What follows belongs to an exercise in optimizing a design on an open flow for small area, a short achievable clock period and few clock cycles per item; a production flow would make more cautious choices. RTL that was checked went through simulation tests only; none was proved equivalent to the original. The RTL of run 6 was laid out without a check of its function. The flow treats the clock pin as an ideal source, which a real chip does not have. Power figures rest on the tool's default switching activity, not on a simulated workload.

==> flow/config.mk <==
export PLATFORM = sky130hd
export DESIGN_NAME = ebus_decoder
export DESIGN_NICKNAME = ebus_decoder
export VERILOG_FILES = /design/flow/design.v
export SDC_FILE = /design/flow/constraint.sdc
export NUM_CORES = 4
export LEC_CHECK = 0
export CAP_MARGIN = 20
export CORE_MARGIN = 2
export CORE_UTILIZATION = 40
export SETUP_SLACK_MARGIN = 3.0
export SLEW_MARGIN = 20
==> flow/constraint.sdc <==
create_clock -name core_clock -period 5.0 [get_ports {clk}]
set_input_delay 1.0000 -clock core_clock [delete_from_list [all_inputs] [get_ports {clk}]]
set_output_delay 1.0000 -clock core_clock [all_outputs]
set_load 0.01 [all_outputs]
==> flow/design.v <==
module ebus_crc8_table (
    input  wire [7:0] index,
    output reg  [7:0] entry
);
  integer k;
  always @(*) begin
    entry = index;
    for (k = 0; k < 8; k = k + 1)
      entry = entry[7] ? ((entry << 1) ^ 8'h9B) : (entry << 1);
  end
endmodule
module ebus_deframer (
    input  wire       clk,
    input  wire       rst,
    input  wire       raw_valid,     
    input  wire [7:0] raw_byte,
    output reg        log_valid,     
    output reg  [7:0] log_byte,
    output reg        log_syn,       
    output reg        log_zero,      
    output reg        log_nack,      
    output reg        log_gt16,      
    output reg        evt_valid,     
    output reg        evt_frm,       
    output reg        evt_sts,       
    output reg  [5:0] evt_a_lo,      
    output reg  [7:0] evt_b
);
  reg       pend_valid;
  reg [5:0] pend;
  wire       b7   = raw_byte[7];
  wire       b6   = raw_byte[6];
  wire       cmd1 = (pend[5:2] == 4'd1);
  wire [7:0] x;
  assign x[5:0] = raw_byte[5:0];
  assign x[7:6] = (pend_valid & b7) ? {pend[1] ^ (pend[0] & b6), pend[0] ^ b6}
                                    : raw_byte[7:6];
  always @(posedge clk) begin
    if (rst) begin
      pend_valid <= 1'b0;
      log_valid  <= 1'b0;
      evt_valid  <= 1'b0;
      evt_b      <= 8'h00;
    end else begin
      if (raw_valid) pend_valid <= ~pend_valid & b7 & b6;
      log_valid <= raw_valid & (pend_valid ? (~b7 | cmd1) : ~(b7 & b6));
      evt_valid <= raw_valid & pend_valid & (~b7 | ~cmd1);
      evt_b     <= x;
    end
  end
  always @(posedge clk) begin
    if (!pend_valid) pend <= raw_byte[5:0];
    log_byte <= x;
    log_syn  <= (x == 8'hAA);
    log_zero <= (x == 8'h00);
    log_nack <= (x == 8'hFF);
    log_gt16 <= (x > 8'h10);
    evt_frm  <= ~b7;
    evt_sts  <= b7;
    evt_a_lo <= b7 ? {2'b00, pend[5:2]} : pend;
  end
endmodule
module ebus_telegram_fsm (
    input  wire         clk,
    input  wire         rst,
    input  wire         in_valid,      
    input  wire [7:0]   in_byte,
    input  wire         in_syn,        
    input  wire         in_zero,       
    input  wire         in_nack,       
    input  wire         in_gt16,       
    output reg          emit,
    output reg  [7:0]   req_src,
    output reg  [7:0]   req_dest,
    output reg  [7:0]   req_cmd_hi,
    output reg  [7:0]   req_cmd_lo,
    output reg  [4:0]   req_len,
    output wire [127:0] req_payload,
    output reg  [7:0]   req_crc,       
    output reg          has_rsp_o,     
    output reg  [4:0]   rsp_len,
    output wire [127:0] rsp_payload,
    output reg  [7:0]   rsp_crc,       
    output reg          evt_valid,
    output reg  [2:0]   evt_code,
    output reg          evt_rsp,
    output reg  [7:0]   evt_a,
    output reg  [7:0]   evt_b
);
  localparam [7:0] BROADCAST = 8'hFE;
  reg s_syn, s_src, s_dest, s_cmdh, s_cmdl, s_len, s_data, s_crc, s_ack, s_rsp;
  reg [7:0] r_pl [0:15];
  reg [7:0] p_pl [0:15];
  reg [3:0] idx;           
  reg       last;          
  reg       has_rsp;       
  reg       bcast;
  genvar gi;
  generate
    for (gi = 0; gi < 16; gi = gi + 1) begin : g_pl
      assign req_payload[8*gi +: 8] = r_pl[gi];
      assign rsp_payload[8*gi +: 8] = p_pl[gi];
    end
  endgenerate
  wire [7:0] crc_act = has_rsp ? rsp_crc : req_crc;
  wire [7:0] crc_tab;
  ebus_crc8_table u_crc_table (.index(crc_act), .entry(crc_tab));
  wire [7:0] crc_next = crc_tab ^ in_byte;
  wire       crc_eq   = (in_byte == crc_act);
  wire [4:0] act_len  = has_rsp ? rsp_len : req_len;
  wire [4:0] idx_inc  = {1'b0, idx} + 5'd1;
  wire [4:0] idx_inc2 = {1'b0, idx} + 5'd2;
  wire       len_one  = (in_byte[4:0] == 5'd1);
  always @(posedge clk) begin
    evt_b       <= in_byte;
    evt_a       <= s_crc ? crc_act : in_byte;
    evt_rsp     <= s_rsp | has_rsp;
    evt_code[2] <= s_crc | s_ack;
    evt_code[1] <= s_len | s_rsp;
    evt_code[0] <= ~s_crc;
  end
  integer i;
  always @(posedge clk) begin
    for (i = 0; i < 16; i = i + 1) begin
      if (in_valid && s_data && idx == i[3:0]) begin
        if (has_rsp) p_pl[i] <= in_byte;
        else         r_pl[i] <= in_byte;
      end
    end
  end
  always @(posedge clk) begin
    if (in_valid) begin
      if (s_src && !in_syn) begin
        req_src <= in_byte;
        req_crc <= in_byte;
        has_rsp <= 1'b0;
      end
      if (s_dest) begin
        req_dest <= in_byte;
        req_crc  <= crc_next;
        bcast    <= (in_byte == BROADCAST);
      end
      if (s_cmdh) begin
        req_cmd_hi <= in_byte;
        req_crc    <= crc_next;
      end
      if (s_cmdl) begin
        req_cmd_lo <= in_byte;
        req_crc    <= crc_next;
      end
      if (s_len && !in_gt16) begin
        req_len   <= in_byte[4:0];
        req_crc   <= crc_next;
        idx       <= 4'd0;
        last      <= len_one;
        has_rsp_o <= 1'b0;
      end
      if (s_data) begin
        if (has_rsp) rsp_crc <= crc_next;
        else         req_crc <= crc_next;
        idx  <= idx_inc[3:0];
        last <= (idx_inc2 == act_len);
      end
      if (s_rsp && !in_syn && !in_gt16) begin
        rsp_len   <= in_byte[4:0];
        rsp_crc   <= in_byte;
        has_rsp   <= 1'b1;
        has_rsp_o <= 1'b1;
        idx       <= 4'd0;
        last      <= len_one;
      end
    end
  end
  always @(posedge clk) begin
    if (rst) begin
      s_syn     <= 1'b1;
      s_src     <= 1'b0;
      s_dest    <= 1'b0;
      s_cmdh    <= 1'b0;
      s_cmdl    <= 1'b0;
      s_len     <= 1'b0;
      s_data    <= 1'b0;
      s_crc     <= 1'b0;
      s_ack     <= 1'b0;
      s_rsp     <= 1'b0;
      emit      <= 1'b0;
      evt_valid <= 1'b0;
    end else begin
      emit      <= in_valid & ((s_ack & in_zero & has_rsp) |
                               (s_ack & in_syn & bcast) |
                               (s_rsp & in_syn));
      evt_valid <= in_valid & ((s_len & in_gt16) |
                               (s_crc & ~crc_eq) |
                               (s_ack & ~in_zero & ~in_nack & ~in_syn) |
                               (s_rsp & ~in_syn & in_gt16));
      if (in_valid) begin
        s_syn  <= (s_syn & ~in_syn) |
                  (s_len & in_gt16) |
                  (s_crc & ~crc_eq) |
                  (s_ack & ~in_syn & ~(in_zero & ~has_rsp)) |
                  (s_rsp & (in_syn | in_gt16));
        s_src  <= ((s_syn | s_src | s_ack) & in_syn);
        s_dest <= s_src & ~in_syn;
        s_cmdh <= s_dest;
        s_cmdl <= s_cmdh;
        s_len  <= s_cmdl;
        s_data <= ((s_len | s_rsp) & ~in_syn & ~in_gt16 & ~in_zero) |
                  (s_data & ~last);
        s_crc  <= ((s_len | s_rsp) & in_zero) |
                  (s_data & last);
        s_ack  <= s_crc & crc_eq;
        s_rsp  <= s_ack & in_zero & ~has_rsp;
      end
    end
  end
endmodule
module ebus_decoder (
    input  wire         clk,
    input  wire         rst,
    input  wire         in_valid,
    input  wire [7:0]   in_data,
    output wire         in_ready,
    output wire         tel_valid,
    output wire [7:0]   tel_src,
    output wire [7:0]   tel_dest,
    output wire [7:0]   tel_cmd_hi,
    output wire [7:0]   tel_cmd_lo,
    output wire [4:0]   tel_len,
    output wire [127:0] tel_payload,
    output wire [7:0]   tel_crc,
    output wire         tel_has_rsp,
    output wire [4:0]   tel_rsp_len,
    output wire [127:0] tel_rsp_payload,
    output wire [7:0]   tel_rsp_crc,
    output wire         dfr_evt_valid,
    output wire [3:0]   dfr_evt_code,
    output wire [7:0]   dfr_evt_a,
    output wire [7:0]   dfr_evt_b,
    output wire         fsm_evt_valid,
    output wire [3:0]   fsm_evt_code,
    output wire         fsm_evt_rsp,
    output wire [7:0]   fsm_evt_a,
    output wire [7:0]   fsm_evt_b
);
  assign in_ready = 1'b1;
  wire       log_valid;
  wire [7:0] log_byte;
  wire       log_syn, log_zero, log_nack, log_gt16;
  wire       dfr_frm, dfr_sts;
  wire [5:0] dfr_a_lo;
  ebus_deframer u_deframer (
      .clk      (clk),
      .rst      (rst),
      .raw_valid(in_valid),
      .raw_byte (in_data),
      .log_valid(log_valid),
      .log_byte (log_byte),
      .log_syn  (log_syn),
      .log_zero (log_zero),
      .log_nack (log_nack),
      .log_gt16 (log_gt16),
      .evt_valid(dfr_evt_valid),
      .evt_frm  (dfr_frm),
      .evt_sts  (dfr_sts),
      .evt_a_lo (dfr_a_lo),
      .evt_b    (dfr_evt_b)
  );
  assign dfr_evt_code = {2'b00, dfr_sts, dfr_frm};
  assign dfr_evt_a    = {dfr_frm, dfr_frm, dfr_a_lo};
  wire [2:0] evt_code;
  ebus_telegram_fsm u_fsm (
      .clk        (clk),
      .rst        (rst),
      .in_valid   (log_valid),
      .in_byte    (log_byte),
      .in_syn     (log_syn),
      .in_zero    (log_zero),
      .in_nack    (log_nack),
      .in_gt16    (log_gt16),
      .emit       (tel_valid),
      .req_src    (tel_src),
      .req_dest   (tel_dest),
      .req_cmd_hi (tel_cmd_hi),
      .req_cmd_lo (tel_cmd_lo),
      .req_len    (tel_len),
      .req_payload(tel_payload),
      .req_crc    (tel_crc),
      .has_rsp_o  (tel_has_rsp),
      .rsp_len    (tel_rsp_len),
      .rsp_payload(tel_rsp_payload),
      .rsp_crc    (tel_rsp_crc),
      .evt_valid  (fsm_evt_valid),
      .evt_code   (evt_code),
      .evt_rsp    (fsm_evt_rsp),
      .evt_a      (fsm_evt_a),
      .evt_b      (fsm_evt_b)
  );
  assign fsm_evt_code = {1'b0, evt_code};
endmodule
==> flow/flow/run.sh <==
#!/bin/bash
# Standard ORFS layout (the standard.sh, standard synthesis unchanged),
# except that the port buffers are the smallest buffer, buf_1, instead of
# the cell buffer_ports picks by default.
set -euo pipefail
export BUFFER_PORTS_ARGS="-buffer_cell sky130_fd_sc_hd__buf_1"
bash standard.sh finish > standard_flow.log 2>&1
==> flow/standard.sh <==
#!/bin/bash
# synth_recipe.tcl (not shown) runs the flow's synth.tcl, then flattens the netlist and writes it again
# the make line also repeats each setting of config.mk as NAME=value (left out here)
make -C /OpenROAD-flow-scripts/flow DESIGN_CONFIG=/design/flow/config.mk WORK_HOME=/design/flow/orfs CLKGATE_MAP_FILE= SYNTH_SCRIPT=/design/flow/synth_recipe.tcl "${@:-finish}"
==> impl_metrics.py, run 1 <==
metrics = {
    "worst_setup_path": {
        "cp.required_ps": 4000,
        "worstSetupStartpointType": "flip-flop",
        "path_delay_family": "flip-flops",
        "crit_arrival_ps": 1200,
        "worst_setup_path_end_kind": "output port",
        "cp_slowest_cell": "edfxtp_1",
        "path_cells": "buf_1",
        "path_max_fanout": 4,
        "path_buf_inv": 1,
        "path_class": "flip-flop to output port",
        "slowest_delay_ps": 500,
    },
    "power": {
        "switching_share_pct": 20.8,
        "pwr-share-comb_pct": 3.4,
        "power.clock.fraction_pct": 44.3,
        "pwr-share-seq_pct": 52.3,
        "p_per_area_nw_per_um2": 385,
        "p_int_uw": 5430,
        "power_leakage_uw": 0.00661,
        "finalPower_uw": 6850,
        "p_switching_uw": 1430,
        "ir_drop_mv": 0.247,
    },
    "hold_path": {
        "hp-class": "flip-flop to flip-flop",
    },
    "logic_synthesis": {
        "synthCells": 735,
        "synth_area_leaders": "edfxtp_1, dfxtp_1, nor2_1, a21oi_1, xnor2_1",
        "yosys_most_used_dff": "edfxtp_1",
        "yosys.area.top_type": "edfxtp_1",
        "syn_area_per_cell_sq_um": 18.0,
        "ys_seq_area_share_pct": 84.1,
        "syn_area_sq_um": 13200,
        "ys_types": 51,
        "synth_edf_count": 328,
        "async_flop_share_pct": 0,
        "netlist.area_leader.share_pct": 74.6,
        "synth_common_cells": "edfxtp_1, nor2_1, dfxtp_1",
        "yosysWarnings": 5,
        "synth.most_common_cell": "edfxtp_1",
        "synth.ff_latch_count": 391,
    },
    "floorplanning": {
        "fp.dieH_microns": 186,
        "rows": 66,
        "start_util_pct": 40.6,
        "die_x_microns": 186,
        "pin_count": 371,
        "coreArea_sq_um": 32500,
        "dieArea_sq_um": 34500,
    },
    "route": {
        "first_iter_violations": 575,
        "dr.pass1.iters": 5,
        "antenna_left": 0,
        "wl_mm": 35.3,
        "wl_per_cell_microns": 21.6,
        "drc": 0,
        "routed_via_density": 4.82,
        "num_vias": 7873,
    },
    "finish": {
        "drive_gt1_share_pct": 46.1,
        "stdcell_area_sq_um": 17800,
        "area.growth.synth_to_final_pct": 34.7,
        "n_antenna_cell": 0,
        "top_regs": "u_fsm.p_pl (128), u_fsm.r_pl (128)",
        "nNetsFinal": 1178,
    },
    "global_routing": {
        "antenna_found_initial": 0,
        "grt_overflow": 0,
        "grt_max_degree": 47,
        "grt_pass1_wl_mm": 48.9,
        "grt_pass1_vias": 7569,
        "grtUsageTotal_pct": 19.5,
    },
    "place": {
        "place_hpwl_mm": 21.7,
        "port_buffers": 366,
        "placed_cell_area_sq_um": 15100,
        "place_congestion": 0.806,
    },
    "sta": {
        "holdWs_ps": 482,
        "rsz0062_at_grt": "yes",
        "tns_ps": 0,
        "worst_pin_slew_ps": 995,
        "slew_headroom_pct": 33.7,
        "skew_ps": 26.5,
        "final_hold_viol_count": 0,
        "setup_viol": 0,
        "finalCritPeriodShare_pct": 44.0,
        "slew_viol_final": 0,
        "min_period_ps": 2200,
        "max_freq_mhz": 454,
    },
    "clock_network": {
        "clkTransAtPathRegs_ps": 60,
        "clockBufferDepth": 3,
        "cts_root_buf": "clkbuf_16",
        "cts_htree_levels": 2,
        "cts_tree": "done",
        "cts_sinks": 391,
        "clk_latency_ps": 540,
        "hold_buffers": 0,
        "numCtsBuffers": 40,
    },
    "run": {
        "max-cap-violations": 0,
    },
    "run_status": {
        "outcome": "complete, no violations",
    },
}
## stage by stage
| stage | instances | util [%] | setup slack (ps) |
|---|---|---|---|
| 2_1_floorplan | 737 | - | 3000 |
| 3_3_place_gp | 1524 | 46.4 | 2560 |
| 3_5_place_dp | 1524 | 46.4 | 2520 |
| 4_1_cts | 1625 | 52.7 | 2780 |
| 5_1_grt | 1635 | 54.7 | 2780 |
| 6_report | 1635 | 54.7 | 2800 |
## power by group through the flow
stage	Clock (uW)	Sequential (uW)	Combinational (uW)
after floorplan	0	3680	88.7
after global placement	0	3660	201
after CTS	3090	3580	222
after detailed placement	0	3660	201
after global routing	3220	3590	251
final	3040	3590	231
## placed cells by master (no fill, tap or decap), drive strengths merged, types with 5 or more instances in the layout
cell	n
buf	186
dfxtp	63
mux2	6
nand2	32
ha	6
xnor2	22
nand4	5
nor4	5
and2	5
clkinvlp	5
inv	19
nand3	12
nor2b	10
clkinv	9
edfxtp	328
xor2	18
a21oi	37
o22ai	5
o21ai	5
nor2	74
mux2i	16
clkbuf	279
## cell families after synthesis
kind of cell	count (synthesis)	share of synthesized area, %
DFF	391	84.1
adders and majority gates	6	0.568
and+or+nand+nor	163	5.66
muxes	22	1.90
xor gates and xnor gates	42	3.11
other	2	0.0569
buffers and inverters	46	1.71
AOI/OAI and AO/OA	63	2.86
## worst paths after layout
| path | from | to | slack, ps | cells past startpoint |
|---|---|---|---|---|
| worst max-delay path | u_fsm.req_crc[2] | tel_crc[2] | 2800 | 1 |
| worst max register to register | u_fsm.s_data | u_fsm.r_pl[14][6] | 2910 | 2 |
| worst min register to register | u_fsm.s_dest | u_fsm.s_dest | 480 | 2 |
| worst min-delay path | u_fsm.s_dest | u_fsm.s_dest | 480 | 2 |
## routing by layer
layer	GRT usage [%]	up-vias	part of all wire [%]
li1	-	3566	-
met1	25.1	3885	41
met2	33.6	366	50
met3	3.60	56	6.7
met4	6.14	0	2.6
met5	0	-	0
## area by class of cell
type                    count  area (sq um)
clock buffers              52          1100
clock inverters            22           267
fillers                  2675         14800
inverters                  15          65.1
multi-input cells         300          2300
flip-flops and latches    391         11100
well taps                 442           553
repair buffers            413          2360
## timing repair
action,4_1_cts,5_1_grt
setup buffers,27,10
pin swaps,2,13
setup endpoints to repair,634,607
resized for setup,206,286
Testbench counts, summed over its fixed seeds: cycles 13,828, bytes 13,812.
==> run 2: changes to the inputs <==
--- a/flow/config.mk
+++ b/flow/config.mk
@@ -7,6 +7,6 @@
 export LEC_CHECK = 0
 export CAP_MARGIN = 20
 export CORE_MARGIN = 2
-export CORE_UTILIZATION = 40
-export SETUP_SLACK_MARGIN = 3.0
+export CORE_UTILIZATION = 70
+export SETUP_SLACK_MARGIN = 2.9
 export SLEW_MARGIN = 20
==> impl_metrics.py, run 2 <==
metrics = {
    "route": {
        "dr.pass1.iters": 5,
        "wl_mm": 38.4,
        "drc": 0,
        "num_vias": 8661,
        "routed_via_density": 6.11,
        "wl_per_cell_microns": 27.1,
        "antenna_left": 0,
        "first_iter_violations": 918,
    },
    "clock_network": {
        "cts_sinks": 391,
        "clk_latency_ps": 550,
        "clockBufferDepth": 3,
        "cts_htree_levels": 2,
        "cts_tree": "done",
        "numCtsBuffers": 37,
        "cts_root_buf": "clkbuf_16",
        "clkTransAtPathRegs_ps": 90,
        "hold_buffers": 0,
    },
    "sta": {
        "skew_ps": 34.6,
        "final_hold_viol_count": 0,
        "slew_viol_final": 0,
        "max_freq_mhz": 424,
        "tns_ps": 0,
        "min_period_ps": 2360,
        "layout_setup_ws_ps": 2640,
        "worst_pin_slew_ps": 949,
        "rsz0062_at_grt": "yes",
        "setup_viol": 0,
        "holdWs_ps": 484,
        "finalCritPeriodShare_pct": 47.1,
        "slew_headroom_pct": 36.7,
    },
    "place": {
        "pre_cts_slack_ps": 2280,
        "place_congestion": 0.878,
        "port_buffers": 366,
        "place_hpwl_mm": 20.7,
        "placed_cell_area_sq_um": 14800,
    },
    "worst_setup_path": {
        "worst_setup_path_end_kind": "output port",
        "path_delay_family": "flip-flops",
        "path_cells": "buf_1",
        "path_max_fanout": 1,
        "worstSetupStartpointType": "flip-flop",
        "cp.required_ps": 4000,
        "path_class": "flip-flop to output port",
        "path_buf_inv": 1,
        "slowest_delay_ps": 590,
        "cp_slowest_cell": "edfxtp_1",
        "crit_arrival_ps": 1360,
        "critPathLaunch": "u_fsm.r_pl[15][0]",
        "r2r_start": "u_fsm.rsp_crc[6]",
    },
    "finish": {
        "nNetsFinal": 1172,
        "area.growth.synth_to_final_pct": 26.5,
        "mostFrequentLayoutCells": "edfxtp_1, buf_1, dfxtp_1",
        "stdcell_area_sq_um": 16700,
        "top_regs": "u_fsm.p_pl (128), u_fsm.r_pl (128)",
        "drive_gt1_share_pct": 19.0,
        "nFillCells": 703,
        "final_common_cell": "edfxtp_1",
        "fin_util_pct": 89.9,
        "n_antenna_cell": 0,
    },
    "logic_synthesis": {
        "yosys_most_used_dff": "edfxtp_1",
        "syn_area_sq_um": 13200,
        "synthCells": 735,
        "synth.most_common_cell": "edfxtp_1",
        "yosysWarnings": 5,
        "yosys.area.top_type": "edfxtp_1",
        "ys_seq_area_share_pct": 84.1,
        "ys_types": 51,
        "netlist.area_leader.share_pct": 74.6,
        "syn_area_per_cell_sq_um": 18.0,
        "synth_edf_count": 328,
        "async_flop_share_pct": 0,
        "synth.ff_latch_count": 391,
        "synth_area_leaders": "edfxtp_1, dfxtp_1, nor2_1, a21oi_1, xnor2_1",
        "synth_common_cells": "edfxtp_1, nor2_1, dfxtp_1",
    },
    "global_routing": {
        "antenna_found_initial": 1,
        "grt_pass1_wl_mm": 50.7,
        "grt_overflow": 0,
        "grtUsageTotal_pct": 35.5,
        "grt_pass1_vias": 7965,
        "grt_max_degree": 47,
    },
    "power": {
        "power_leakage_uw": 0.00567,
        "ir_drop_mv": 0.325,
        "p_per_area_nw_per_um2": 396,
    },
    "run_status": {
        "outcome": "complete, no violations",
    },
    "floorplanning": {
        "start_util_pct": 71.1,
        "die_x_microns": 141,
        "pin_count": 371,
        "fp.dieH_microns": 141,
        "dieArea_sq_um": 20000,
        "coreArea_sq_um": 18600,
        "rows": 50,
    },
    "hold_path": {
        "hp-class": "flip-flop to flip-flop",
        "hp-start": "u_fsm.s_dest",
    },
    "run": {
        "max-cap-violations": 0,
    },
}
==> run 2: cell counts after synthesis <==
Identical to the previous run, type by type.
==> run 2: per-layer routing <==
layer | wire [microns] | track usage (%) | vias to the layer above
li1 | - | - | 3543
met1 | 12300 | 42.4 | 4255
met2 | 19700 | 61.4 | 729
met3 | 4210 | 8.30 | 132
met4 | 2170 | 17.8 | 2
met5 | 13 | 0 | -
==> run 2: repair_timing <==
action,in CTS,in global routing
resized for setup,64,84
endpoints found under the hold margin,0,0
setup endpoints to repair,327,228
setup buffers,23,10
pin swaps,0,3
gates cloned,0,2
==> run 2: path summary, 6_finish.rpt <==
| path | endpoint | slack (ps) | cells after the start |
|---|---|---|---|
| worst max-delay path | tel_payload[120] | 2640 | 1 |
| worst min-delay path | u_fsm.s_dest | 480 | 2 |
| worst max register to register | u_fsm.req_crc[0] | 2770 | 7 |
| worst min register to register | u_fsm.s_dest | 480 | 2 |
==> run 2: per-stage QoR <==
stage | cells | power, uW
floorplan | 737 | 3770
global placement | 1315 | 3840
detailed placement | 1315 | 3840
CTS | 1406 | 6560
global route | 1418 | 6720
finish | 1418 | 6610
==> run 2: cells by family (layout without fill, tap and decap cells) <==
logic type,after synthesis,count (layout),synth area share (%)
flip-flops,391,391,84.1
AND/OR/NAND/NOR,163,163,5.66
other,2,4,0.0569
multiplexers,22,22,1.90
adder cells (fa/ha/maj),6,6,0.568
XOR/XNOR,42,42,3.11
buffers and inverters,46,493,1.71
AO/OA/AOI/OAI,63,63,2.86
==> run 2: final cells by class <==
type                       instances  area, sq um  share of cell area [%]
sequential                       391        11100                    66.6
timing repair buffer             410         1880                    11.2
multi-input combinational        300         2130                    12.8
inverter                          15         82.6                   0.494
clock inverter                    12          123                   0.734
tap                              234          293                    1.75
clock buffer                      56         1080                    6.46
==> run 2: report_power, final <==
group	switching, uW	leakage (uW)	internal, uW
Combinational	148	0.00160	61.7
Sequential	22.4	0.00348	3560
Clock	1200	0.000585	1610
==> run 3: changes to the inputs <==
--- a/flow/config.mk
+++ b/flow/config.mk
@@ -7,6 +7,8 @@
 export LEC_CHECK = 0
 export CAP_MARGIN = 20
 export CORE_MARGIN = 2
-export CORE_UTILIZATION = 70
-export SETUP_SLACK_MARGIN = 2.9
+export CORE_UTILIZATION = 40
+export CTS_CLUSTER_DIAMETER = 80
+export CTS_CLUSTER_SIZE = 30
+export SETUP_SLACK_MARGIN = 2.8
 export SLEW_MARGIN = 20
==> impl_metrics.py, run 3 <==
metrics = {
    "run_status": {
        "outcome": "complete, no violations",
    },
    "logic_synthesis": {
        "synthCells": 735,
        "syn_area_per_cell_sq_um": 18.0,
        "synth_area_leaders": "edfxtp_1, dfxtp_1, nor2_1, a21oi_1, xnor2_1",
        "netlist.area_leader.share_pct": 74.6,
        "synth_common_cells": "edfxtp_1, nor2_1, dfxtp_1",
        "ys_seq_area_share_pct": 84.1,
        "ys_types": 51,
        "yosys_most_used_dff": "edfxtp_1",
        "synth_edf_count": 328,
        "yosys.area.top_type": "edfxtp_1",
        "synth.most_common_cell": "edfxtp_1",
        "yosysWarnings": 5,
        "syn_area_sq_um": 13200,
        "synth.ff_latch_count": 391,
        "async_flop_share_pct": 0,
    },
    "clock_network": {
        "clockBufferDepth": 3,
        "numCtsBuffers": 18,
        "clk_latency_ps": 530,
        "cts_sinks": 391,
        "cts_root_buf": "clkbuf_16",
        "cts_tree": "done",
        "cts_htree_levels": 1,
        "clkTransAtPathRegs_ps": 110,
    },
    "global_routing": {
        "grt_pass1_wl_mm": 48.4,
        "antenna_found_initial": 0,
        "grt_pass1_vias": 7235,
        "grtUsageTotal_pct": 19.4,
        "grt_max_degree": 47,
        "grt_overflow": 0,
    },
    "sta": {
        "setup_viol": 0,
        "max_freq_mhz": 456,
        "slew_headroom_pct": 31.7,
        "slew_viol_final": 0,
        "min_period_ps": 2190,
        "worst_pin_slew_ps": 1020,
        "final_hold_viol_count": 0,
        "finalCritPeriodShare_pct": 43.9,
        "tns_ps": 0,
        "rsz0062_at_grt": "yes",
        "skew_ps": 20.1,
        "holdWs_ps": 472,
    },
    "power": {
        "p_per_area_nw_per_um2": 346,
        "power_leakage_uw": 0.00510,
        "ir_drop_mv": 0.171,
    },
    "route": {
        "dr.pass1.iters": 5,
        "first_iter_violations": 556,
        "drc": 0,
        "num_vias": 7703,
        "antenna_left": 0,
        "wl_mm": 35.0,
        "wl_per_cell_microns": 22.1,
        "routed_via_density": 4.88,
    },
    "finish": {
        "mostFrequentLayoutCells": "buf_1, edfxtp_1, dfxtp_1",
        "multi_input_area_sq_um": 2060,
        "drive_gt1_share_pct": 11.5,
        "nFillCells": 2871,
        "stdcell_area_sq_um": 16000,
        "nNetsFinal": 1142,
        "n_antenna_cell": 0,
        "final_common_cell": "buf_1",
        "area.growth.synth_to_final_pct": 21.4,
        "fin_cells": 1579,
        "seqCellArea_sq_um": 11100,
        "top_regs": "u_fsm.p_pl (128), u_fsm.r_pl (128)",
    },
    "floorplanning": {
        "pin_count": 371,
        "coreArea_sq_um": 32500,
        "die_x_microns": 186,
        "dieArea_sq_um": 34500,
        "rows": 66,
        "fp.dieH_microns": 186,
        "start_util_pct": 40.6,
    },
    "place": {
        "place_hpwl_mm": 22.2,
        "port_buffers": 366,
        "place_inst": 1523,
        "place_congestion": 0.793,
        "placed_cell_area_sq_um": 15100,
    },
    "run": {
        "max-cap-violations": 0,
    },
    "worst_setup_path": {
        "crit_arrival_ps": 1190,
        "cp.required_ps": 4000,
        "path_buf_inv": 1,
        "path_class": "flip-flop to output port",
        "path_delay_family": "flip-flops",
        "slowest_delay_ps": 490,
        "path_cells": "buf_6",
        "path_max_fanout": 1,
        "cp_slowest_cell": "edfxtp_1",
        "worst_setup_path_end_kind": "output port",
        "worstSetupStartpointType": "flip-flop",
    },
    "hold_path": {
        "hp-class": "flip-flop to flip-flop",
    },
}
[run 3: cell count changes in the layout (fill, tap and decap cells not counted), sizes merged]
cell and delta:
clkbuf -66, buf +27, clkinv -4, bufinv -2, clkinvlp -1, inv -1
[run 3: routing by layer]
metal  share of wire [%]  global-route usage [%]  wire length [microns]  up-vias
met5                   0                       0                      0        -
met4                 1.5                    4.28                    531        0
met3                 7.5                    3.40                   2630       35
met2                  51                    33.8                  17900      339
met1                  40                    25.3                  13900     3867
li1                    -                       -                      -     3462
[run 3: cell type report]
class | instances | share of cell area, %
well taps | 442 | 3.45
repair buffers | 399 | 10.2
clock inverters | 4 | 0.492
clock buffers | 28 | 3.18
inverters | 15 | 0.382
flip-flops and latches | 391 | 69.4
multi-input cells | 300 | 12.9
[run 3: cell families (layout without fill, tap and decap cells)]
| kind of cell | count (synthesis) | in the layout | synth area share, % |
|---|---|---|---|
| AOI/OAI and AO/OA | 63 | 63 | 2.86 |
| xor gates and xnor gates | 42 | 42 | 3.11 |
| adders and majority gates | 6 | 6 | 0.568 |
| buffers and inverters | 46 | 446 | 1.71 |
| DFF | 391 | 391 | 84.1 |
| muxes | 22 | 22 | 1.90 |
| other | 2 | 4 | 0.0569 |
| and+or+nand+nor | 163 | 163 | 5.66 |
[run 3: power breakdown]
part	total, uW	internal (uW)	switching [uW]
Clock	1770	748	1020
Combinational	208	58.4	150
Sequential	3580	3560	17.8
Total	5550	4370	1190
[run 3: stage by stage]
| step | worst slack [ps] | total power, uW | util [%] |
|---|---|---|---|
| 2_1_floorplan | 2910 | 3770 | - |
| 3_3_place_gp | 2170 | 3850 | 46.3 |
| 3_5_place_dp | 2040 | 3860 | 46.3 |
| 4_1_cts | 2510 | 5600 | 48.7 |
| 5_1_grt | 2740 | 5720 | 49.3 |
| 6_report | 2810 | 5550 | 49.3 |
[run 3: final timing paths]
path	startpoint	end	slack [ps]	cells past startpoint
max	u_fsm.p_pl[2][3]	tel_rsp_payload[19]	2810	1
min	u_deframer.log_byte[4]	u_fsm.evt_b[4]	470	0
max reg2reg	u_fsm.has_rsp	u_fsm.r_pl[9][6]	2860	4
min reg2reg	u_deframer.log_byte[4]	u_fsm.evt_b[4]	470	0
[run 3: what timing repair did]
item / CTS / global route
resized for setup: 32 / 33
hold buffers: 0 / 0
setup endpoints to repair: 299 / 183
setup buffers: 14 / 10
==> run 4: changes to the inputs <==
--- a/flow/config.mk
+++ b/flow/config.mk
@@ -10,5 +10,5 @@
 export CORE_UTILIZATION = 40
 export CTS_CLUSTER_DIAMETER = 80
 export CTS_CLUSTER_SIZE = 30
-export SETUP_SLACK_MARGIN = 2.8
+export SETUP_SLACK_MARGIN = 2.9
 export SLEW_MARGIN = 20
==> impl_metrics.py, run 4 <==
metrics = {
    "worst_setup_path": {
        "path_buf_inv": 1,
        "worstSetupStartpointType": "flip-flop",
        "slowest_delay_ps": 490,
        "path_class": "flip-flop to output port",
        "critPathLaunch": "u_fsm.p_pl[2][3]",
        "path_delay_family": "flip-flops",
        "cp.required_ps": 4000,
        "path_cells": "buf_6",
        "cp_slowest_cell": "edfxtp_1",
        "r2r_start": "u_fsm.req_crc[0]",
        "crit_arrival_ps": 1190,
        "worst_setup_path_end_kind": "output port",
        "path_max_fanout": 1,
    },
    "sta": {
        "slew_headroom_pct": 32.5,
        "min_period_ps": 2190,
        "holdWs_ps": 466,
        "final_hold_viol_count": 0,
        "tns_ps": 0,
        "max_freq_mhz": 456,
        "slew_viol_final": 0,
        "setup_viol": 0,
        "worst_pin_slew_ps": 1010,
        "rsz0062_at_grt": "yes",
        "finalCritPeriodShare_pct": 43.8,
        "skew_ps": 19.7,
    },
    "finish": {
        "drive_gt1_share_pct": 25.0,
        "nNetsFinal": 1148,
        "area.growth.synth_to_final_pct": 24.5,
        "top_regs": "u_fsm.p_pl (128), u_fsm.r_pl (128)",
        "seqCellArea_sq_um": 11100,
        "mostFrequentLayoutCells": "edfxtp_1, buf_1, clkbuf_2",
        "multi_input_area_sq_um": 2180,
        "final_common_cell": "edfxtp_1",
        "n_antenna_cell": 0,
        "fin_cells": 1585,
        "nFillCells": 2858,
    },
    "logic_synthesis": {
        "yosys.area.top_type": "edfxtp_1",
        "ys_types": 51,
        "synth_edf_count": 328,
        "syn_area_per_cell_sq_um": 18.0,
        "async_flop_share_pct": 0,
        "synth.ff_latch_count": 391,
        "yosysWarnings": 5,
        "netlist.area_leader.share_pct": 74.6,
        "synth_common_cells": "edfxtp_1, nor2_1, dfxtp_1",
        "yosys_most_used_dff": "edfxtp_1",
        "syn_area_sq_um": 13200,
        "ys_seq_area_share_pct": 84.1,
        "synth_area_leaders": "edfxtp_1, dfxtp_1, nor2_1, a21oi_1, xnor2_1",
        "synthCells": 735,
        "synth.most_common_cell": "edfxtp_1",
    },
    "power": {
        "p_per_area_nw_per_um2": 338,
        "ir_drop_mv": 0.177,
        "power_leakage_uw": 0.00558,
    },
    "run": {
        "max-cap-violations": 0,
    },
    "global_routing": {
        "grt_pass1_wl_mm": 48.8,
        "grt_max_degree": 47,
        "antenna_found_initial": 0,
        "grt_pass1_vias": 7297,
        "grtUsageTotal_pct": 19.5,
        "grt_overflow": 0,
    },
    "floorplanning": {
        "coreArea_sq_um": 32500,
        "start_util_pct": 40.6,
        "pin_count": 371,
        "rows": 66,
        "die_x_microns": 186,
        "dieArea_sq_um": 34500,
        "fp.dieH_microns": 186,
    },
    "route": {
        "routed_via_density": 4.86,
        "num_vias": 7703,
        "dr.pass1.iters": 5,
        "drc": 0,
        "wl_per_cell_microns": 22.2,
        "antenna_left": 0,
        "wl_mm": 35.2,
        "first_iter_violations": 512,
    },
    "place": {
        "port_buffers": 366,
        "place_inst": 1523,
        "place_congestion": 0.793,
        "place_hpwl_mm": 22.2,
    },
    "hold_path": {
        "hp-start": "u_deframer.log_byte[4]",
        "hp-class": "flip-flop to flip-flop",
    },
    "clock_network": {
        "cts_sinks": 391,
        "numCtsBuffers": 18,
        "cts_root_buf": "clkbuf_16",
        "hold_buffers": 0,
        "clk_latency_ps": 530,
        "clockBufferDepth": 3,
        "cts_tree": "done",
        "clkTransAtPathRegs_ps": 110,
        "cts_htree_levels": 1,
    },
    "run_status": {
        "outcome": "complete, no violations",
    },
}
==> run 4: changes by cell type in the layout (fill, tap and decap cells not counted), sizes merged <==
cell    previous run  this run
buf              393       292
clkbuf            34       141
==> run 4: stage by stage <==
stage | util, % | setup slack [ps] | cell area [sq um] | total power, uW
finish | 50.5 | 2810 | 16400 | 5560
CTS | 49.6 | 2760 | 16100 | 5600
global route | 50.5 | 2760 | 16400 | 5730
global placement | 46.3 | 2170 | 15100 | 3850
detailed placement | 46.3 | 2040 | 15100 | 3860
floorplan | - | 2910 | 13200 | 3770
==> run 4: power by group <==
| group | internal (uW) | switching [uW] |
|---|---|---|
| clock | 748 | 1010 |
| combinational | 62.7 | 153 |
| sequential | 3560 | 17.7 |
| total | 4370 | 1190 |
==> run 4: metal layers <==
| layer | global-route usage (%) | routed length, microns | vias to the layer above |
|---|---|---|---|
| li1 | - | - | 3472 |
| met1 | 25.4 | 14100 | 3850 |
| met2 | 34.0 | 18000 | 339 |
| met3 | 3.44 | 2540 | 42 |
| met4 | 4.54 | 630 | 0 |
| met5 | 0 | 0 | - |
==> run 4: cells by family after synthesis <==
| group | count (synthesis) | synth area share, % |
|---|---|---|
| flops | 391 | 84.1 |
| buf+inv | 46 | 1.71 |
| xor+xnor | 42 | 3.11 |
| simple gates | 163 | 5.66 |
| mux | 22 | 1.90 |
| fa+ha+maj | 6 | 0.568 |
| other cells | 2 | 0.0569 |
| compound gates | 63 | 2.86 |
==> run 4: cell type report <==
class	instances	area share (%)
clock buffer	28	3.10
clock inverter	4	0.479
inverter	15	0.373
multi-input combinational	300	13.2
sequential	391	67.6
tap	442	3.36
timing repair buffer	405	11.8
==> run 4: worst paths after layout <==
path | end | slack, ps | depth (start not counted)
setup / recovery | tel_rsp_payload[19] | 2810 | 1
hold / removal | u_fsm.evt_b[4] | 470 | 0
setup reg to reg | u_fsm.req_crc[0] | 2870 | 8
hold reg to reg | u_fsm.evt_b[4] | 470 | 0
==> run 4: repair_timing <==
item                       CTS  global route
buffers inserted            26             4
pin swaps                    0             4
setup endpoints to repair  364           181
resized for setup          104           144
==> run 5: changes to the inputs <==
==> flow/flow/run.sh (replaced) <==
#!/bin/bash
# Standard ORFS layout (the standard.sh, standard synthesis unchanged),
# except that:
#  - the port buffers are buf_1 instead of the cell buffer_ports picks;
#  - after CTS the clock tree's root buffer is removed, so the clock port
#    drives the tree's first-level buffers (2 to 4 of them) directly.
set -euo pipefail
export BUFFER_PORTS_ARGS="-buffer_cell sky130_fd_sc_hd__buf_1"
export PRE_CTS_TCL="$PWD/flow/prects.tcl"
bash standard.sh finish > standard_flow.log 2>&1
==> flow/flow/prects.tcl (new file) <==
# Run before CTS: after clock_tree_synthesis, drop the tree's root buffer
# so that the clock port drives the first-level tree buffers directly.
source [file join [file dirname [info script]] rmroot.tcl]
rename clock_tree_synthesis my_orig_clock_tree_synthesis
proc clock_tree_synthesis {args} {
  my_orig_clock_tree_synthesis {*}$args
  my_remove_clock_root
}
==> flow/flow/rmroot.tcl (new file) <==
proc my_remove_clock_root {} {
  set blk [ord::get_db_block]
  foreach inst [$blk getInsts] {
    set m [[$inst getMaster] getName]
    if {![string match "sky130_fd_sc_hd__clkbuf_*" $m]} continue
    set a [$inst findITerm A]
    set inet [$a getNet]
    if {$inet eq "NULL" || [$inet getName] ne "clk"} continue
    set onet [[$inst findITerm X] getNet]
    set loads {}
    foreach it [$onet getITerms] {
      if {[$it getInst] ne $inst} { lappend loads $it }
    }
    if {[llength $loads] > 4 || [llength [$inet getITerms]] != 1} {
      puts "my_remove_clock_root: keeping [$inst getName] ([llength $loads] loads)"
      continue
    }
    foreach it $loads { $it disconnect; $it connect $inet }
    puts "my_remove_clock_root: removed [$inst getName], port now drives [llength $loads] buffers"
    odb::dbInst_destroy $inst
    odb::dbNet_destroy $onet
  }
}
==> impl_metrics.py, run 5 <==
metrics = {
    "run_status": {
        "outcome": "complete, no violations",
    },
    "finish": {
        "drive_gt1_share_pct": 10.9,
        "area.growth.synth_to_final_pct": 21.2,
        "n_antenna_cell": 0,
        "fin_util_pct": 49.2,
        "mostFrequentLayoutCells": "buf_1, edfxtp_1, dfxtp_1",
        "nNetsFinal": 1130,
        "top_regs": "u_fsm.p_pl (128), u_fsm.r_pl (128)",
        "stdcell_area_sq_um": 16000,
        "final_common_cell": "buf_1",
    },
    "logic_synthesis": {
        "synthAdderAreaFrac_pct": 0.568,
        "ys_seq_area_share_pct": 84.1,
        "synthSimpleGateAreaFrac_pct": 5.66,
        "synth.ff_latch_count": 391,
        "muxShareOfSynthArea_pct": 1.90,
        "synth_common_cells": "edfxtp_1, nor2_1, dfxtp_1",
        "async_flop_share_pct": 0,
        "syn_area_per_cell_sq_um": 18.0,
        "synth_compound_area_share_pct": 2.86,
        "synthCells": 735,
        "syn_area_sq_um": 13200,
        "yosys.area.top_type": "edfxtp_1",
        "yosysWarnings": 5,
        "yosys_most_used_dff": "edfxtp_1",
        "synth_area_leaders": "edfxtp_1, dfxtp_1, nor2_1, a21oi_1, xnor2_1",
        "synth_top_family_by_area": "simple AND/OR/NAND/NOR gates",
        "netlist.area_leader.share_pct": 74.6,
        "ys_types": 51,
        "synth_xor_area_share_pct": 3.11,
        "synth.most_common_cell": "edfxtp_1",
        "synth_edf_count": 328,
    },
    "worst_setup_path": {
        "path_buf_inv": 0,
        "path_class": "flip-flop to flip-flop",
        "cp_slowest_cell": "dfxtp_1",
        "path_max_fanout": 11,
        "cp.required_ps": 5050,
        "crit_arrival_ps": 2190,
        "worstSetupStartpointType": "flip-flop",
        "path_cells": "nand3_2, nor2_2",
        "slowest_delay_ps": 670,
        "worst_setup_path_end_kind": "flip-flop",
        "path_delay_family": "simple AND/OR/NAND/NOR gates",
    },
    "sta": {
        "setup_viol": 0,
        "rsz0062_at_grt": "yes",
        "slew_headroom_pct": 55.6,
        "worst_pin_slew_ps": 667,
        "layout_setup_ws_ps": 2860,
        "final_hold_viol_count": 0,
        "finalCritPeriodShare_pct": 42.7,
        "tns_ps": 0,
        "slew_viol_final": 0,
        "skew_ps": 18.0,
        "max_freq_mhz": 468,
        "min_period_ps": 2140,
    },
    "global_routing": {
        "antenna_found_initial": 0,
        "grtUsageTotal_pct": 19.2,
        "grt_pass1_wl_mm": 48.2,
        "grt_max_degree": 47,
        "grt_overflow": 0,
        "grt_pass1_vias": 7202,
    },
    "place": {
        "port_buffers": 366,
        "place_congestion": 0.793,
        "place_hpwl_mm": 22.2,
        "pre_cts_slack_ps": 2040,
        "placed_cell_area_sq_um": 15100,
    },
    "run": {
        "max-cap-violations": 0,
    },
    "clock_network": {
        "hold_buffers": 0,
        "cts_sinks": 391,
        "cts_tree": "done",
        "clk_latency_ps": 400,
        "clkTransAtPathRegs_ps": 110,
        "numCtsBuffers": 18,
    },
    "power": {
        "p_per_area_nw_per_um2": 344,
        "pwr-share-comb_pct": 3.8,
        "power_leakage_uw": 0.00505,
        "pwr-share-seq_pct": 65.1,
        "power.clock.fraction_pct": 31.1,
        "p_int_uw": 4330,
        "ir_drop_mv": 0.176,
        "switching_share_pct": 21.2,
        "p_switching_uw": 1170,
    },
    "route": {
        "wl_mm": 34.7,
        "dr.pass1.iters": 5,
        "drc": 0,
        "routed_via_density": 4.87,
        "num_vias": 7627,
        "antenna_left": 0,
        "wl_per_cell_microns": 22.2,
        "first_iter_violations": 532,
    },
    "hold_path": {
        "hp-class": "flip-flop to flip-flop",
    },
    "floorplanning": {
        "dieArea_sq_um": 34500,
        "die_x_microns": 186,
        "start_util_pct": 40.6,
        "coreArea_sq_um": 32500,
        "fp.dieH_microns": 186,
        "pin_count": 371,
        "rows": 66,
    },
}
## run 5: through the flow
step / power, uW / instances / hold WS (ps)
after floorplan: 3770 / 737 / 444
after global placement: 3850 / 1523 / 448
after detailed placement: 3860 / 1523 / 454
after CTS: 5540 / 1560 / 476
after global routing: 5670 / 1567 / 477
final: 5500 / 1567 / 468
## run 5: worst reg2reg max path, delay by kind of cell (launching register included)
kind	cells	cell delay (ps)
AND/OR/NAND/NOR	2	1120
flip-flops	1	670
## run 5: logic make-up (layout without fill, tap and decap cells)
logic type,after synthesis,after routing
and+or+nand+nor,163,163
buffers and inverters,46,434
DFF,391,391
AOI/OAI and AO/OA,63,63
xor gates and xnor gates,42,42
muxes,22,22
other,2,4
adders and majority gates,6,6
## run 5: power groups by stage
stage               clock (uW)  sequential [uW]  combinational, uW
finish                    1710             3580                208
global route              1860             3580                230
CTS                       1760             3580                205
detailed placement           0             3660                199
global placement             0             3660                198
floorplan                    0             3680               86.8
## run 5: layout make-up
type | count | area, sq um
fillers | 2879 | 16500
clock inverters | 4 | 78.8
multi-input cells | 300 | 2150
clock buffers | 27 | 484
flip-flops and latches | 391 | 11100
well taps | 442 | 553
repair buffers | 388 | 1560
inverters | 15 | 63.8
## run 5: per-layer routing
layer	GRT usage, %	vias up	share of wire [%]
met5	0	-	0
met4	3.75	0	1.6
met3	3.33	33	7.3
met2	34.1	321	51
met1	25.0	3832	40
li1	-	3441	-
## run 5: what timing repair did
action	4_1_cts	5_1_grt
gates resized for setup	50	29
setup buffers	6	7
pin swaps	0	1
setup endpoints to repair	288	257
hold endpoints to repair	0	0
## run 5: worst paths after layout
kind                          startpoint          endpoint  slack, ps  depth (start not counted)
setup / recovery            u_fsm.s_data  u_fsm.r_pl[5][0]       2860                          2
hold / removal    u_deframer.log_byte[4]    u_fsm.evt_b[4]        470                          0
setup reg to reg            u_fsm.s_data  u_fsm.r_pl[5][0]       2860                          2
hold reg to reg   u_deframer.log_byte[4]    u_fsm.evt_b[4]        470                          0
==> run 6: changes to the inputs <==
--- a/flow/design.v
+++ b/flow/design.v
@@ -103,10 +103,12 @@
     end
   endgenerate
   wire [7:0] crc_act = has_rsp ? rsp_crc : req_crc;
-  wire [7:0] crc_tab;
-  ebus_crc8_table u_crc_table (.index(crc_act), .entry(crc_tab));
-  wire [7:0] crc_next = crc_tab ^ in_byte;
-  wire       crc_eq   = (in_byte == crc_act);
+  wire [7:0] req_tab, rsp_tab;
+  ebus_crc8_table u_req_table (.index(req_crc), .entry(req_tab));
+  ebus_crc8_table u_rsp_table (.index(rsp_crc), .entry(rsp_tab));
+  wire [7:0] req_next = req_tab ^ in_byte;
+  wire [7:0] rsp_next = rsp_tab ^ in_byte;
+  wire       crc_eq   = has_rsp ? (in_byte == rsp_crc) : (in_byte == req_crc);
   wire [4:0] act_len  = has_rsp ? rsp_len : req_len;
   wire [4:0] idx_inc  = {1'b0, idx} + 5'd1;
   wire [4:0] idx_inc2 = {1'b0, idx} + 5'd2;
@@ -137,27 +139,27 @@
       end
       if (s_dest) begin
         req_dest <= in_byte;
-        req_crc  <= crc_next;
+        req_crc  <= req_next;
         bcast    <= (in_byte == BROADCAST);
       end
       if (s_cmdh) begin
         req_cmd_hi <= in_byte;
-        req_crc    <= crc_next;
+        req_crc    <= req_next;
       end
       if (s_cmdl) begin
         req_cmd_lo <= in_byte;
-        req_crc    <= crc_next;
+        req_crc    <= req_next;
       end
       if (s_len && !in_gt16) begin
         req_len   <= in_byte[4:0];
-        req_crc   <= crc_next;
+        req_crc   <= req_next;
         idx       <= 4'd0;
         last      <= len_one;
         has_rsp_o <= 1'b0;
       end
       if (s_data) begin
-        if (has_rsp) rsp_crc <= crc_next;
-        else         req_crc <= crc_next;
+        if (has_rsp) rsp_crc <= rsp_next;
+        else         req_crc <= req_next;
         idx  <= idx_inc[3:0];
         last <= (idx_inc2 == act_len);
       end
==> impl_metrics.py, run 6 <==
metrics = {
    "route": {
        "wl_mm": 34.6,
        "num_vias": 7647,
        "dr.pass1.iters": 5,
        "routed_via_density": 4.83,
        "first_iter_violations": 570,
        "wl_per_cell_microns": 21.8,
        "drc": 0,
        "antenna_left": 0,
    },
    "clock_network": {
        "numCtsBuffers": 20,
        "hold_buffers": 0,
        "cts_tree": "done",
        "clk_latency_ps": 410,
        "cts_sinks": 391,
        "clkTransAtPathRegs_ps": 110,
    },
    "logic_synthesis": {
        "synthCells": 739,
        "yosysWarnings": 5,
        "syn_area_per_cell_sq_um": 17.9,
        "synth_area_leaders": "edfxtp_1, dfxtp_1, xnor2_1, nor2_1, xor2_1",
        "synth_edf_count": 328,
        "synth.most_common_cell": "edfxtp_1",
        "synth_common_cells": "edfxtp_1, nor2_1, dfxtp_1",
        "ys_seq_area_share_pct": 83.8,
        "async_flop_share_pct": 0,
        "netlist.area_leader.share_pct": 74.3,
        "syn_area_sq_um": 13300,
        "ys_types": 49,
        "yosys_most_used_dff": "edfxtp_1",
        "yosys.area.top_type": "edfxtp_1",
        "synth.ff_latch_count": 391,
    },
    "global_routing": {
        "grt_pass1_vias": 7363,
        "antenna_found_initial": 1,
        "grt_max_degree": 47,
        "grt_pass1_wl_mm": 47.7,
        "grtUsageTotal_pct": 19.0,
        "grt_overflow": 0,
    },
    "floorplanning": {
        "fp.dieH_microns": 186,
        "pin_count": 371,
        "die_x_microns": 186,
        "dieArea_sq_um": 34600,
        "coreArea_sq_um": 32600,
        "rows": 66,
        "start_util_pct": 40.6,
    },
    "sta": {
        "holdWs_ps": 475,
        "skew_ps": 32.9,
        "tns_ps": 0,
        "slew_viol_final": 0,
        "max_freq_mhz": 473,
        "setup_viol": 0,
        "finalCritPeriodShare_pct": 42.3,
        "final_hold_viol_count": 0,
        "slew_headroom_pct": 54.2,
        "rsz0062_at_grt": "yes",
        "worst_pin_slew_ps": 687,
        "min_period_ps": 2120,
    },
    "finish": {
        "nFillCells": 2838,
        "nNetsFinal": 1145,
        "multi_input_area_sq_um": 2110,
        "mostFrequentLayoutCells": "buf_1, edfxtp_1, dfxtp_1",
        "area.growth.synth_to_final_pct": 21.9,
        "top_regs": "u_fsm.p_pl (128), u_fsm.r_pl (128)",
        "drive_gt1_share_pct": 12.0,
        "fin_cells": 1584,
        "stdcell_area_sq_um": 16200,
        "seqCellArea_sq_um": 11100,
        "final_common_cell": "buf_1",
    },
    "worst_setup_path": {
        "path_class": "flip-flop to output port",
        "worst_setup_path_end_kind": "output port",
        "path_max_fanout": 4,
        "cp_slowest_cell": "edfxtp_1",
        "ff2ff_path_depth": 4,
        "slowest_delay_ps": 510,
        "path_delay_family": "flip-flops",
        "path_cells": "buf_2",
        "r2r_setup_slack_ps": 2900,
        "r2r-end": "u_fsm.r_pl[5][6]",
        "r2r_start": "u_fsm.idx[1]",
        "cp.required_ps": 4000,
        "critPathLaunch": "u_fsm.req_crc[0]",
        "worstSetupStartpointType": "flip-flop",
        "path_buf_inv": 1,
        "crit_arrival_ps": 1120,
    },
    "run_status": {
        "outcome": "complete, no violations",
    },
    "power": {
        "power_leakage_uw": 0.00522,
        "ir_drop_mv": 0.209,
        "p_per_area_nw_per_um2": 351,
        "finalPower_uw": 5670,
    },
    "place": {
        "place_inst": 1523,
        "port_buffers": 366,
        "placed_cell_area_sq_um": 15100,
        "place_congestion": 0.785,
        "place_hpwl_mm": 21.9,
    },
    "run": {
        "max-cap-violations": 0,
    },
    "hold_path": {
        "hold_depth": 2,
        "holdPathEnd": "u_fsm.s_dest",
        "hp-start": "u_fsm.s_dest",
        "hp-class": "flip-flop to flip-flop",
    },
}
[run 6: cell types whose count changed after synthesis, sizes merged, moves of 5 or more]
cell / change
xnor2: +12
nand2: -10
a21oi: -8
clkbuf: +5
inv: -5
nand2b: +5
o22ai: -5
[run 6: per-layer routing]
layer	vias to the layer above	track usage [%]	routed length [microns]
li1	3471	-	-
met1	3788	24.1	13800
met2	346	34.2	17800
met3	42	2.80	2220
met4	0	4.98	808
met5	-	0	0
[run 6: cell families after synthesis]
group / after synthesis / share of synthesized area [%]
xor+xnor: 52 / 3.62
fa+ha+maj: 6 / 0.566
mux: 19 / 1.48
flops: 391 / 83.8
other cells: 2 / 0.0567
buf+inv: 44 / 1.63
compound gates: 59 / 2.79
simple gates: 166 / 6.03
[run 6: power by group]
| group | total, uW | leakage, uW | switching [uW] | internal (uW) |
|---|---|---|---|---|
| Combinational | 213 | 0.00142 | 145 | 67.6 |
| Clock | 1870 | 0.000315 | 1070 | 800 |
| Sequential | 3590 | 0.00349 | 26.1 | 3560 |
| Total | 5670 | 0.00522 | 1240 | 4430 |
[run 6: what timing repair did]
action / CTS / global route
hold endpoints to repair: 0 / 0
pin swaps: 0 / 2
setup buffers: 13 / 12
resized for setup: 31 / 30
endpoints found under the setup margin: 304 / 244
cloned: 0 / 1
[run 6: metrics by stage]
step | setup slack, ps | utilization [%]
3_5_place_dp | 2080 | 46.2
5_1_grt | 2790 | 49.5
2_1_floorplan | 2900 | -
4_1_cts | 2770 | 48.9
3_3_place_gp | 2120 | 46.2
6_report | 2880 | 49.5
[run 6: area by class of cell]
| cell class | instances | area share, % |
|---|---|---|
| diodes | 1 | 0.0155 |
| clock inverters | 10 | 0.898 |
| multi-input cells | 306 | 13.1 |
| clock buffers | 24 | 3.19 |
| repair buffers | 401 | 10.3 |
| flip-flops and latches | 391 | 68.9 |
| well taps | 442 | 3.42 |
| inverters | 9 | 0.209 |
[run 6: how the worst max path moves through the flow]
stage / end / slack (ps) / cells after the start
floorplan: u_fsm.r_pl[4][0] / 2900 / 5
global placement: u_fsm.p_pl[14][0] / 2120 / 2
detailed placement: u_fsm.p_pl[15][0] / 2080 / 2
CTS: u_fsm.p_pl[15][0] / 2770 / 2
global route: u_fsm.p_pl[10][6] / 2790 / 4
finish: tel_crc[0] / 2880 / 1
==> run 7: changes to the inputs <==
--- a/flow/design.v
+++ b/flow/design.v
@@ -88,7 +88,8 @@
     output reg  [7:0]   evt_b
 );
   localparam [7:0] BROADCAST = 8'hFE;
-  reg s_syn, s_src, s_dest, s_cmdh, s_cmdl, s_len, s_data, s_crc, s_ack, s_rsp;
+  reg s_syn, s_src, s_dest, s_cmdh, s_cmdl, s_len, s_dreq, s_drsp, s_crc, s_ack, s_rsp;
+  wire s_data = s_dreq | s_drsp;
   reg [7:0] r_pl [0:15];
   reg [7:0] p_pl [0:15];
   reg [3:0] idx;           
@@ -109,7 +110,7 @@
   wire [7:0] req_next = req_tab ^ in_byte;
   wire [7:0] rsp_next = rsp_tab ^ in_byte;
   wire       crc_eq   = has_rsp ? (in_byte == rsp_crc) : (in_byte == req_crc);
-  wire [4:0] act_len  = has_rsp ? rsp_len : req_len;
+  wire [4:0] act_len  = s_drsp ? rsp_len : req_len;
   wire [4:0] idx_inc  = {1'b0, idx} + 5'd1;
   wire [4:0] idx_inc2 = {1'b0, idx} + 5'd2;
   wire       len_one  = (in_byte[4:0] == 5'd1);
@@ -124,10 +125,8 @@
   integer i;
   always @(posedge clk) begin
     for (i = 0; i < 16; i = i + 1) begin
-      if (in_valid && s_data && idx == i[3:0]) begin
-        if (has_rsp) p_pl[i] <= in_byte;
-        else         r_pl[i] <= in_byte;
-      end
+      if (s_dreq && idx == i[3:0]) r_pl[i] <= in_byte;
+      if (s_drsp && idx == i[3:0]) p_pl[i] <= in_byte;
     end
   end
   always @(posedge clk) begin
@@ -157,9 +156,9 @@
         last      <= len_one;
         has_rsp_o <= 1'b0;
       end
+      if (s_dreq) req_crc <= req_next;
+      if (s_drsp) rsp_crc <= rsp_next;
       if (s_data) begin
-        if (has_rsp) rsp_crc <= rsp_next;
-        else         req_crc <= req_next;
         idx  <= idx_inc[3:0];
         last <= (idx_inc2 == act_len);
       end
@@ -181,7 +180,8 @@
       s_cmdh    <= 1'b0;
       s_cmdl    <= 1'b0;
       s_len     <= 1'b0;
-      s_data    <= 1'b0;
+      s_dreq    <= 1'b0;
+      s_drsp    <= 1'b0;
       s_crc     <= 1'b0;
       s_ack     <= 1'b0;
       s_rsp     <= 1'b0;
@@ -206,8 +206,10 @@
         s_cmdh <= s_dest;
         s_cmdl <= s_cmdh;
         s_len  <= s_cmdl;
-        s_data <= ((s_len | s_rsp) & ~in_syn & ~in_gt16 & ~in_zero) |
-                  (s_data & ~last);
+        s_dreq <= (s_len & ~in_gt16 & ~in_zero) |
+                  (s_dreq & ~last);
+        s_drsp <= (s_rsp & ~in_syn & ~in_gt16 & ~in_zero) |
+                  (s_drsp & ~last);
         s_crc  <= ((s_len | s_rsp) & in_zero) |
                   (s_data & last);
         s_ack  <= s_crc & crc_eq;
==> impl_metrics.py, run 7 <==
metrics = {
    "worst_setup_path": {
        "worstSetupStartpointType": "flip-flop",
        "path_cells": "buf_1",
        "worst_setup_path_end_kind": "output port",
        "cp.depth": 1,
        "crit_arrival_ps": 1080,
        "r2r_setup_slack_ps": 2980,
        "r2r-end": "u_fsm.p_pl[5][0]",
        "cp_slowest_cell": "edfxtp_1",
        "r2r_start": "u_fsm.idx[3]",
        "path_max_fanout": 4,
        "path_buf_inv": 1,
        "critPathCapture": "tel_rsp_crc[6]",
        "path_class": "flip-flop to output port",
        "cp.required_ps": 4000,
        "critPathLaunch": "u_fsm.rsp_crc[6]",
        "ff2ff_path_depth": 2,
        "path_delay_family": "flip-flops",
        "slowest_delay_ps": 490,
    },
    "sta": {
        "skew_ps": 32.4,
        "max_freq_mhz": 482,
        "min_period_ps": 2080,
        "tns_ps": 0,
        "slew_headroom_pct": 33.0,
        "finalCritPeriodShare_pct": 41.5,
        "final_hold_viol_count": 0,
        "worst_pin_slew_ps": 1010,
        "setup_viol": 0,
        "slew_viol_final": 0,
        "rsz0062_at_grt": "yes",
    },
    "place": {
        "place_congestion": 0.781,
        "port_buffers": 366,
        "place_hpwl_mm": 21.0,
    },
    "global_routing": {
        "grtUsageTotal_pct": 17.8,
        "top_usage_layer": "met2",
        "antenna_found_initial": 0,
        "met1_usage_pct": 23.0,
        "use_met2_pct": 30.4,
        "grt_max_degree": 46,
        "grt_pass1_wl_mm": 44.3,
        "grt_overflow": 0,
        "grt_pass1_vias": 6585,
        "met3_usage_pct": 4.82,
    },
    "power": {
        "p_per_area_nw_per_um2": 349,
        "power_leakage_uw": 0.00500,
        "ir_drop_mv": 0.241,
        "finalPower_uw": 5440,
    },
    "route": {
        "num_vias": 7139,
        "drc": 0,
        "dr.pass1.iters": 5,
        "wl_mm": 31.9,
        "routed_via_density": 4.63,
        "antenna_left": 0,
        "wl_per_cell_microns": 20.7,
        "first_iter_violations": 481,
    },
    "logic_synthesis": {
        "synth.most_common_cell": "edfxtp_1",
        "netlist.area_leader.share_pct": 75.5,
        "synth_common_cells": "edfxtp_1, nor2_1, dfxtp_1",
        "syn_area_per_cell_sq_um": 18.4,
        "yosys_most_used_dff": "edfxtp_1",
        "syn_area_sq_um": 13000,
        "synth_edf_count": 328,
        "synth_area_leaders": "edfxtp_1, dfxtp_1, xnor2_1, nor2_1, xor2_1",
        "synth.ff_latch_count": 392,
        "yosysWarnings": 5,
        "yosys.area.top_type": "edfxtp_1",
        "ys_seq_area_share_pct": 85.3,
        "synthCells": 708,
        "ys_types": 44,
        "async_flop_share_pct": 0,
    },
    "finish": {
        "top_regs": "u_fsm.p_pl (128), u_fsm.r_pl (128)",
        "nNetsFinal": 1106,
        "seqCellArea_sq_um": 11100,
        "area.growth.synth_to_final_pct": 19.6,
        "drive_gt1_share_pct": 7.08,
        "nFillCells": 2805,
        "multi_input_area_sq_um": 1750,
        "final_common_cell": "buf_1",
        "mostFrequentLayoutCells": "buf_1, edfxtp_1, nor2_1",
        "n_antenna_cell": 0,
    },
    "run": {
        "max-cap-violations": 0,
    },
    "clock_network": {
        "clkTransAtPathRegs_ps": 120,
        "clk_latency_ps": 410,
        "cts_tree": "done",
        "hold_buffers": 0,
        "numCtsBuffers": 18,
        "cts_sinks": 392,
    },
    "floorplanning": {
        "dieArea_sq_um": 34100,
        "coreArea_sq_um": 32300,
        "start_util_pct": 40.4,
        "fp.dieH_microns": 185,
        "die_x_microns": 185,
        "pin_count": 371,
        "rows": 66,
    },
    "run_status": {
        "outcome": "complete, no violations",
    },
    "hold_path": {
        "hp-class": "flip-flop to flip-flop",
    },
}
## run 7: changes by cell type in the layout (fill, tap and decap cells not counted), sizes merged, moves of 4 or more
cell,before,now
buf,397,386
nand2,22,33
a21oi,29,19
a211oi,6,1
nand3,9,4
xnor2,34,38
## run 7: where the power goes
group          total [uW]  internal, uW  switching [uW]
Clock                1710           710            1000
Combinational         127          38.8            88.4
Sequential           3610          3560            43.2
## run 7: worst min path at each step
stage                  from      endpoint  slack [ps]  cells past startpoint
2_1_floorplan  u_fsm.s_dest  u_fsm.s_dest         450                      2
3_3_place_gp   u_fsm.s_dest  u_fsm.s_dest         450                      2
3_5_place_dp   u_fsm.s_dest  u_fsm.s_dest         460                      2
4_1_cts        u_fsm.s_dest  u_fsm.s_dest         480                      2
5_1_grt        u_fsm.s_dest  u_fsm.s_dest         530                      2
6_report       u_fsm.s_dest  u_fsm.s_dest         470                      2
## run 7: timing repair
item	4_1_cts	5_1_grt
buffers inserted	6	9
setup endpoints to repair	25	60
gates resized for setup	3	13
## run 7: logic make-up (layout without fill, tap and decap cells)
group | count (synthesis) | after routing | share of synthesized area [%]
adders and majority gates | 6 | 6 | 0.576
muxes | 20 | 20 | 1.60
buffers and inverters | 40 | 431 | 1.46
AOI/OAI and AO/OA | 36 | 36 | 1.66
xor gates and xnor gates | 58 | 58 | 3.89
DFF | 392 | 392 | 85.3
other | 2 | 4 | 0.0576
and+or+nand+nor | 154 | 154 | 5.42
## run 7: cell type report
class / count / share of cell area [%]
Clock inverter: 5 / 0.481
Sequential cell: 392 / 71.5
Multi-Input combinational cell: 278 / 11.2
Tap cell: 442 / 3.54
Timing Repair Buffer: 389 / 9.94
Clock buffer: 26 / 3.08
Inverter: 11 / 0.265
## run 7: per-stage QoR
step	util [%]	hold WS [ps]	worst slack (ps)	cells	area (sq um)
finish	48.3	472	2920	1543	15600
global placement	46.1	455	2590	1497	14900
detailed placement	46.1	461	2590	1497	14900
floorplan	-	445	2950	710	13100
CTS	48.0	476	2880	1534	15500
global route	48.3	530	2870	1543	15600
## run 7: per-layer routing
layer / up-vias / part of all wire [%]
li1: 3314 / -
met1: 3519 / 41
met2: 273 / 49
met3: 33 / 8.3
met4: 0 / 1.4
met5: - / 0
Testbench counts of run 7, summed over its fixed seeds: cycles 13,828, bytes 13,812.

port drivers added, routing unchanged:
Ports are ideal in the flow. The routed layouts listed here were re-timed in OpenROAD.
Step 1, drivers: a clkbuf_16 drives clk and a buf_2 each remaining input, both assumed.
Step 2 times the ports against the registers' clock, not the clock port: input delays grow and output delays shrink by t, the midpoint of the rising clock arrivals with the driver on.
a / b / c = ideal ports / drivers / drivers and shift; a / b = the first two.
run	t (ns)	setup WS [ns]	worst setup path after step 2	cell pins on the clock port's net
run 1	0.577	2.798 / 2.750 / 2.589	input to register	1
run 2	0.581	2.643 / 2.597 / 2.542	input to register	1
run 3	0.570	2.806 / 2.759 / 2.484	input to register	1
run 4	0.569	2.809 / 2.762 / 2.506	input to register	1
run 5	0.449	2.863 / 2.814 / 2.637	input to register	2
run 6	0.460	2.884 / 2.823 / 2.694	input to register	2
run 7	0.456	2.924 / 2.866 / 2.645	input to register	2
After both steps every run listed still meets setup and hold. The setup slack of run 3, which loses most, moves by -0.047 ns with the drivers and by -0.322 ns with both steps.
